What follows belongs to an exercise in optimizing a design on an open flow for small area, a short achievable clock period and few clock cycles per item; a production flow would make more cautious choices. Where RTL was checked, it was by simulation tests only, not by an equivalence proof against the original.

==> flow/design.v <==
module hsw_split (
    input  wire         clk,
    input  wire         rst,         
    input  wire         start,
    input  wire [15:0]  len,         
    output wire         busy,
    input  wire         in_valid,
    input  wire [31:0]  in_data,
    output wire         in_ready,
    output reg          done,
    output wire [255:0] pen,
    output wire [255:0] init,
    output wire [31:0]  mw,
    output wire [255:0] digest
);
    reg         running;
    reg         pre;         
    reg [5:0]   rnd;         
    reg         f61, f62, f63;   
    reg         last;        
    reg         nlast;       
    reg [13:0]  wcnt;        
    reg         tail;        
    reg [15:0]  msg_len;
    reg [31:0]  H [0:7];     
    reg [31:0]  V [0:7];     
    reg [31:0]  w [0:15];    
    reg [31:0]  pa;          
    reg [31:0]  dh;          
    integer i;
    function [31:0] rotr(input [31:0] x, input integer n);
        rotr = (x >> n) | (x << (32 - n));
    endfunction
    function [31:0] bsig0(input [31:0] x);
        bsig0 = rotr(x, 2) ^ rotr(x, 13) ^ rotr(x, 22);
    endfunction
    function [31:0] bsig1(input [31:0] x);
        bsig1 = rotr(x, 6) ^ rotr(x, 11) ^ rotr(x, 25);
    endfunction
    function [31:0] ssig0(input [31:0] x);
        ssig0 = rotr(x, 7) ^ rotr(x, 18) ^ (x >> 3);
    endfunction
    function [31:0] ssig1(input [31:0] x);
        ssig1 = rotr(x, 17) ^ rotr(x, 19) ^ (x >> 10);
    endfunction
    function [63:0] csa(input [31:0] x, input [31:0] y, input [31:0] z);
        csa = {((x & y) | (x & z) | (y & z)) << 1, x ^ y ^ z};
    endfunction
    function [31:0] add_bk(input [31:0] x, input [31:0] y);
        integer l, j;
        reg [31:0] gg, pp, c;
        begin
            gg = x & y;
            pp = x ^ y;
            for (l = 0; l < 5; l = l + 1)
                for (j = (2 << l) - 1; j < 32; j = j + (2 << l)) begin
                    gg[j] = gg[j] | (pp[j] & gg[j - (1 << l)]);
                    pp[j] = pp[j] & pp[j - (1 << l)];
                end
            for (l = 3; l >= 0; l = l - 1)
                for (j = (3 << l) - 1; j < 32; j = j + (2 << l)) begin
                    gg[j] = gg[j] | (pp[j] & gg[j - (1 << l)]);
                    pp[j] = pp[j] & pp[j - (1 << l)];
                end
            c = {gg[30:0], 1'b0};
            add_bk = x ^ y ^ c;
        end
    endfunction
    localparam [2047:0] KTAB = {
        32'hc67178f2, 32'hbef9a3f7, 32'ha4506ceb, 32'h90befffa,    
        32'h8cc70208, 32'h84c87814, 32'h78a5636f, 32'h748f82ee,    
        32'h682e6ff3, 32'h5b9cca4f, 32'h4ed8aa4a, 32'h391c0cb3,    
        32'h34b0bcb5, 32'h2748774c, 32'h1e376c08, 32'h19a4c116,    
        32'h106aa070, 32'hf40e3585, 32'hd6990624, 32'hd192e819,    
        32'hc76c51a3, 32'hc24b8b70, 32'ha81a664b, 32'ha2bfe8a1,    
        32'h92722c85, 32'h81c2c92e, 32'h766a0abb, 32'h650a7354,    
        32'h53380d13, 32'h4d2c6dfc, 32'h2e1b2138, 32'h27b70a85,    
        32'h14292967, 32'h06ca6351, 32'hd5a79147, 32'hc6e00bf3,    
        32'hbf597fc7, 32'hb00327c8, 32'ha831c66d, 32'h983e5152,    
        32'h76f988da, 32'h5cb0a9dc, 32'h4a7484aa, 32'h2de92c6f,    
        32'h240ca1cc, 32'h0fc19dc6, 32'hefbe4786, 32'he49b69c1,    
        32'hc19bf174, 32'h9bdc06a7, 32'h80deb1fe, 32'h72be5d74,    
        32'h550c7dc3, 32'h243185be, 32'h12835b01, 32'hd807aa98,    
        32'hab1c5ed5, 32'h923f82a4, 32'h59f111f1, 32'h3956c25b,    
        32'he9b5dba5, 32'hb5c0fbcf, 32'h71374491, 32'h428a2f98    
    };
    localparam [2047:0] KROT = {KTAB[31:0], KTAB[2047:32]};
    localparam [255:0] IV = {
        32'h6a09e667, 32'hbb67ae85, 32'h3c6ef372, 32'ha54ff53a,
        32'h510e527f, 32'h9b05688c, 32'h1f83d9ab, 32'h5be0cd19
    };
    localparam [31:0] PA0 = 32'h2b1ec7e9, D0 = 32'h28c289bb;
    wire is_last  = last;
    wire r6x      = (rnd[5:1] == 5'b11111);     
    wire loading  = running & (r6x ? (pre | ~is_last) : (rnd <= 6'd13));
    wire lenword  = is_last & (rnd == 6'd12 || rnd == 6'd13);
    wire partial  = (wcnt == 14'd0) & ~tail;
    wire need_in  = loading & ((wcnt != 14'd0) | (partial & (msg_len[1:0] != 2'd0)));
    wire stall    = need_in & ~in_valid;
    wire adv      = running & ~stall;
    wire finish   = f63 & is_last;
    wire start_ok = start & ~running;
    assign busy     = running;
    assign in_ready = need_in;
    reg [31:0] pad_word;
    always @(*) begin : padding
        integer k;
        pad_word = 32'd0;
        if (lenword) begin
            if (rnd[0])
                pad_word = {13'd0, msg_len, 3'd0};
        end else if (wcnt != 14'd0) begin
            pad_word = in_data;
        end else if (!tail) begin
            for (k = 0; k < 4; k = k + 1) begin
                if (k < msg_len[1:0])
                    pad_word[31-8*k -: 8] = in_data[31-8*k -: 8];
                else if (k == msg_len[1:0])
                    pad_word[31-8*k -: 8] = 8'h80;
            end
        end
    end
    wire [31:0] a = V[0], b = V[1], c = V[2], d = V[3];
    wire [31:0] e = V[4], f = V[5], g = V[6], h = V[7];
    wire [31:0] s1  = bsig1(e);
    wire [31:0] ch  = (e & f) ^ (~e & g);
    wire [31:0] s0  = bsig0(a);
    wire [31:0] maj = (a & b) ^ (a & c) ^ (b & c);
    wire [31:0] xd  = f63 ? dh : 32'd0;
    wire [31:0] a1s, a1c, a2s, a2c, a3s, a3c;
    assign {a1c, a1s} = csa(ch, maj, pa);
    assign {a2c, a2s} = csa(s1, s0, a1s);
    assign {a3c, a3s} = csa(a2s, a2c, a1c);
    wire [31:0] a_new = a3s + a3c;
    wire [31:0] e1s, e1c, e2s, e2c, e3s, e3c;
    assign {e1c, e1s}   = csa(d, xd, pa);
    assign {e2c, e2s}   = csa(e1s, e1c | {31'd0, f63}, ch);    
    assign {e3c, e3s}   = csa(e2s, e2c, s1);
    wire [31:0] e_new = e3s + e3c;
    wire [31:0] sum_a = add_bk(H[3], a);
    wire        f6x   = f61 | f62 | f63;
    wire [31:0] sum_e = add_bk(f6x ? H[7] : H[4], f6x ? e : ~H[0]);
    wire [31:0] w1s, w1c, w2s, w2c;
    assign {w1c, w1s} = csa(w[9], w[0], ssig0(w[1]));
    assign {w2c, w2s} = csa(w1s, w1c, ssig1(w[14]));
    wire [31:0] w_calc = w2s + w2c;
    wire        sched  = (rnd >= 6'd14) && (rnd <= 6'd61);
    wire [31:0] w_in   = sched ? w_calc : pad_word;
    wire [31:0] kx   = KROT[32*rnd +: 32];          
    wire [31:0] hx   = f63 ? H[6] : g;               
    wire [31:0] x0   = f62 ? H[0] : 32'd0;
    wire [31:0] p1s, p1c, p2s, p2c;
    assign {p1c, p1s} = csa(hx, w[15], x0);
    assign {p2c, p2s} = csa(p1s, p1c, kx);
    wire [31:0] pa_n = p2s + p2c;
    wire step    = adv & ~(pre & ~rnd[0]) & ~finish;    
    wire lo_hold = is_last & (f62 | f63);              
    always @(posedge clk) begin
        if (rst) begin
            running <= 1'b0;
            done    <= 1'b0;
        end else if (start_ok) begin
            running <= 1'b1;
            done    <= 1'b0;
            pre     <= 1'b1;
            rnd     <= 6'd62;
            f61     <= 1'b0;
            f62     <= 1'b0;
            f63     <= 1'b0;
            msg_len <= len;
            wcnt    <= len[15:2];
            tail    <= 1'b0;
            last    <= 1'b0;
        end else if (adv) begin
            if (pre && !rnd[0]) begin
                for (i = 0; i < 8; i = i + 1)
                    H[i] <= IV[255-32*i -: 32];
                V[0] <= IV[223:192]; V[1] <= IV[191:160];
                V[2] <= IV[159:128]; V[3] <= D0;
                V[4] <= IV[95:64];   V[5] <= IV[63:32];
                V[6] <= IV[31:0];    V[7] <= 32'd0;
                pa   <= PA0;
            end
            rnd <= rnd + 6'd1;
            f61 <= (rnd == 6'd60);
            f62 <= f61;
            f63 <= f62;
            if (rnd[0])
                pre <= 1'b0;
            if (r6x && !rnd[0])
                nlast <= tail | (wcnt <= 14'd13);
            if (r6x && rnd[0] && (pre || !last))
                last <= nlast;
            if (loading && !lenword) begin
                if (wcnt != 14'd0)
                    wcnt <= wcnt - 14'd1;
                else
                    tail <= 1'b1;
            end
            if (step) begin
                V[0] <= a_new;
                V[1] <= f63 ? sum_a : a;
                V[2] <= f63 ? H[1]  : b;              
                V[3] <= f63 ? H[2]  : c;              
                V[4] <= e_new;
                V[5] <= f63 ? sum_e : e;
                V[6] <= f63 ? H[5]  : f;              
                V[7] <= g;                            
                pa   <= pa_n;
            end
            if (!f6x)
                dh <= sum_e;
            if (f6x) begin
                H[1] <= sum_a;
                H[2] <= H[1];
                H[3] <= H[2];
                H[5] <= sum_e;
                H[6] <= H[5];
                H[7] <= H[6];
            end
            if (f63) begin
                H[0] <= a_new;
                H[4] <= e_new;
            end
            if (finish) begin
                running <= 1'b0;
                done    <= 1'b1;
            end else begin
                if (f61 && is_last) begin
                    for (i = 0; i < 8; i = i + 1)
                        w[i] <= H[i];
                end else if (!lo_hold) begin
                    for (i = 0; i < 8; i = i + 1)
                        w[i] <= w[i+1];
                end
                for (i = 8; i < 15; i = i + 1)
                    w[i] <= w[i+1];
                w[15] <= w_in;
            end
        end
    end
    assign pen    = {V[0], V[1], V[2], V[3], V[4], V[5], V[6], V[7]};
    assign digest = {H[0], H[1], H[2], H[3], H[4], H[5], H[6], H[7]};
    assign init   = {w[0], w[1], w[2], w[3], w[4], w[5], w[6], w[7]};
    assign mw     = w[14];
endmodule
Settings: LEC_CHECK=0, ABC_AREA=1, CAP_MARGIN=20, CORE_MARGIN=2, CORE_UTILIZATION=40, CTS_BUF_LIST=sky130_fd_sc_hd__clkbuf_4 sky130_fd_sc_hd__clkbuf_8, CTS_CLUSTER_DIAMETER=80, CTS_CLUSTER_SIZE=12, SLEW_MARGIN=20; clock period 10.0 ns.
standard.sh (not shown) runs the stock make flow with config.mk's settings and CLKGATE_MAP_FILE= SYNTH_SCRIPT=/design/flow/synth_recipe.tcl, a recipe that flattens the netlist after the stock synthesis.
==> flow/flow/run.sh <==
#!/bin/bash
# Own flow: the standard layout (standard.sh, unchanged synthesis, floorplan,
# power grid, placement, CTS and routing), with two ORFS variables set:
#  - BUFFER_PORTS_ARGS: every input and output port still gets its own buffer,
#    but the small sky130_fd_sc_hd__buf_1 instead of the resizer's default pick
#  - SETUP_SLACK_MARGIN: repair_timing works until 5.5 ns of setup slack
# The make output goes to flow_make.log; ORFS keeps each step's log under orfs/logs.
set -euo pipefail
export BUFFER_PORTS_ARGS="-buffer_cell sky130_fd_sc_hd__buf_1"
export SETUP_SLACK_MARGIN=5.5
bash standard.sh > flow_make.log 2>&1
Testbench counts at the start, summed over its fixed seeds: cycles 334,976, blocks 5,219.
==> next run, changes <==
--- a/flow/design.v
+++ b/flow/design.v
@@ -171,16 +171,14 @@
             wcnt    <= len[15:2];
             tail    <= 1'b0;
             last    <= 1'b0;
+            for (i = 0; i < 8; i = i + 1)
+                H[i] <= IV[255-32*i -: 32];
+            V[0] <= IV[223:192]; V[1] <= IV[191:160];
+            V[2] <= IV[159:128]; V[3] <= D0;
+            V[4] <= IV[95:64];   V[5] <= IV[63:32];
+            V[6] <= IV[31:0];    V[7] <= 32'd0;
+            pa   <= PA0;
         end else if (adv) begin
-            if (pre && !rnd[0]) begin
-                for (i = 0; i < 8; i = i + 1)
-                    H[i] <= IV[255-32*i -: 32];
-                V[0] <= IV[223:192]; V[1] <= IV[191:160];
-                V[2] <= IV[159:128]; V[3] <= D0;
-                V[4] <= IV[95:64];   V[5] <= IV[63:32];
-                V[6] <= IV[31:0];    V[7] <= 32'd0;
-                pa   <= PA0;
-            end
             rnd <= rnd + 6'd1;
             f61 <= (rnd == 6'd60);
             f62 <= f61;
Effect: The changed run ran to the end with no violations. Routed wire length decreases by about 4.3%. Cell count decreases by 1.5%. First-iteration DRC count increases by 2.5%. Setup slack is worse by 75 ps. Hold slack is better by 33 ps. Design area decreases by 0.57%. Maximum frequency decreases by 1.6%. Critical path depth increases by 4.
No functional check of the RTL was part of the second run of this note.

port drivers added, routing unchanged:
Ports are ideal in the flow. The routed layouts listed here were re-timed in OpenROAD. Step 1 (the two cells are an assumption about what drives the block):
set clk [get_ports {clk}]
set_driving_cell -lib_cell sky130_fd_sc_hd__clkbuf_16 $clk
set_driving_cell -lib_cell sky130_fd_sc_hd__buf_2 [delete_from_list [all_inputs] $clk]
Step 2 moves the port delays by t, midway between the first and last clock arrival at a register: inputs arrive t later, outputs are due t later. That takes back most of the time a late clock gives input paths. a / b / c = ideal ports / drivers / drivers and shift; a / b = the first two.
| run | t, ns | setup WS [ns] | worst hold slack (ns) | slew at the worst register clock pin (ns) | worst data-port slew with drivers (ns) |
|---|---|---|---|---|---|
| the first run | 1.007 | 5.504 / 5.504 / 4.577 | 0.378 / 0.378 / 0.378 | 0.10 / 0.10 | 0.05 |
| the second run | 1.001 | 5.429 / 5.429 / 4.611 | 0.411 / 0.411 / 0.411 | 0.11 / 0.11 | 0.04 |
After both steps every run listed still meets setup and hold. For the first run, which loses most, drivers alone change the setup slack by 0.000 ns; drivers and shift together by -0.927 ns.
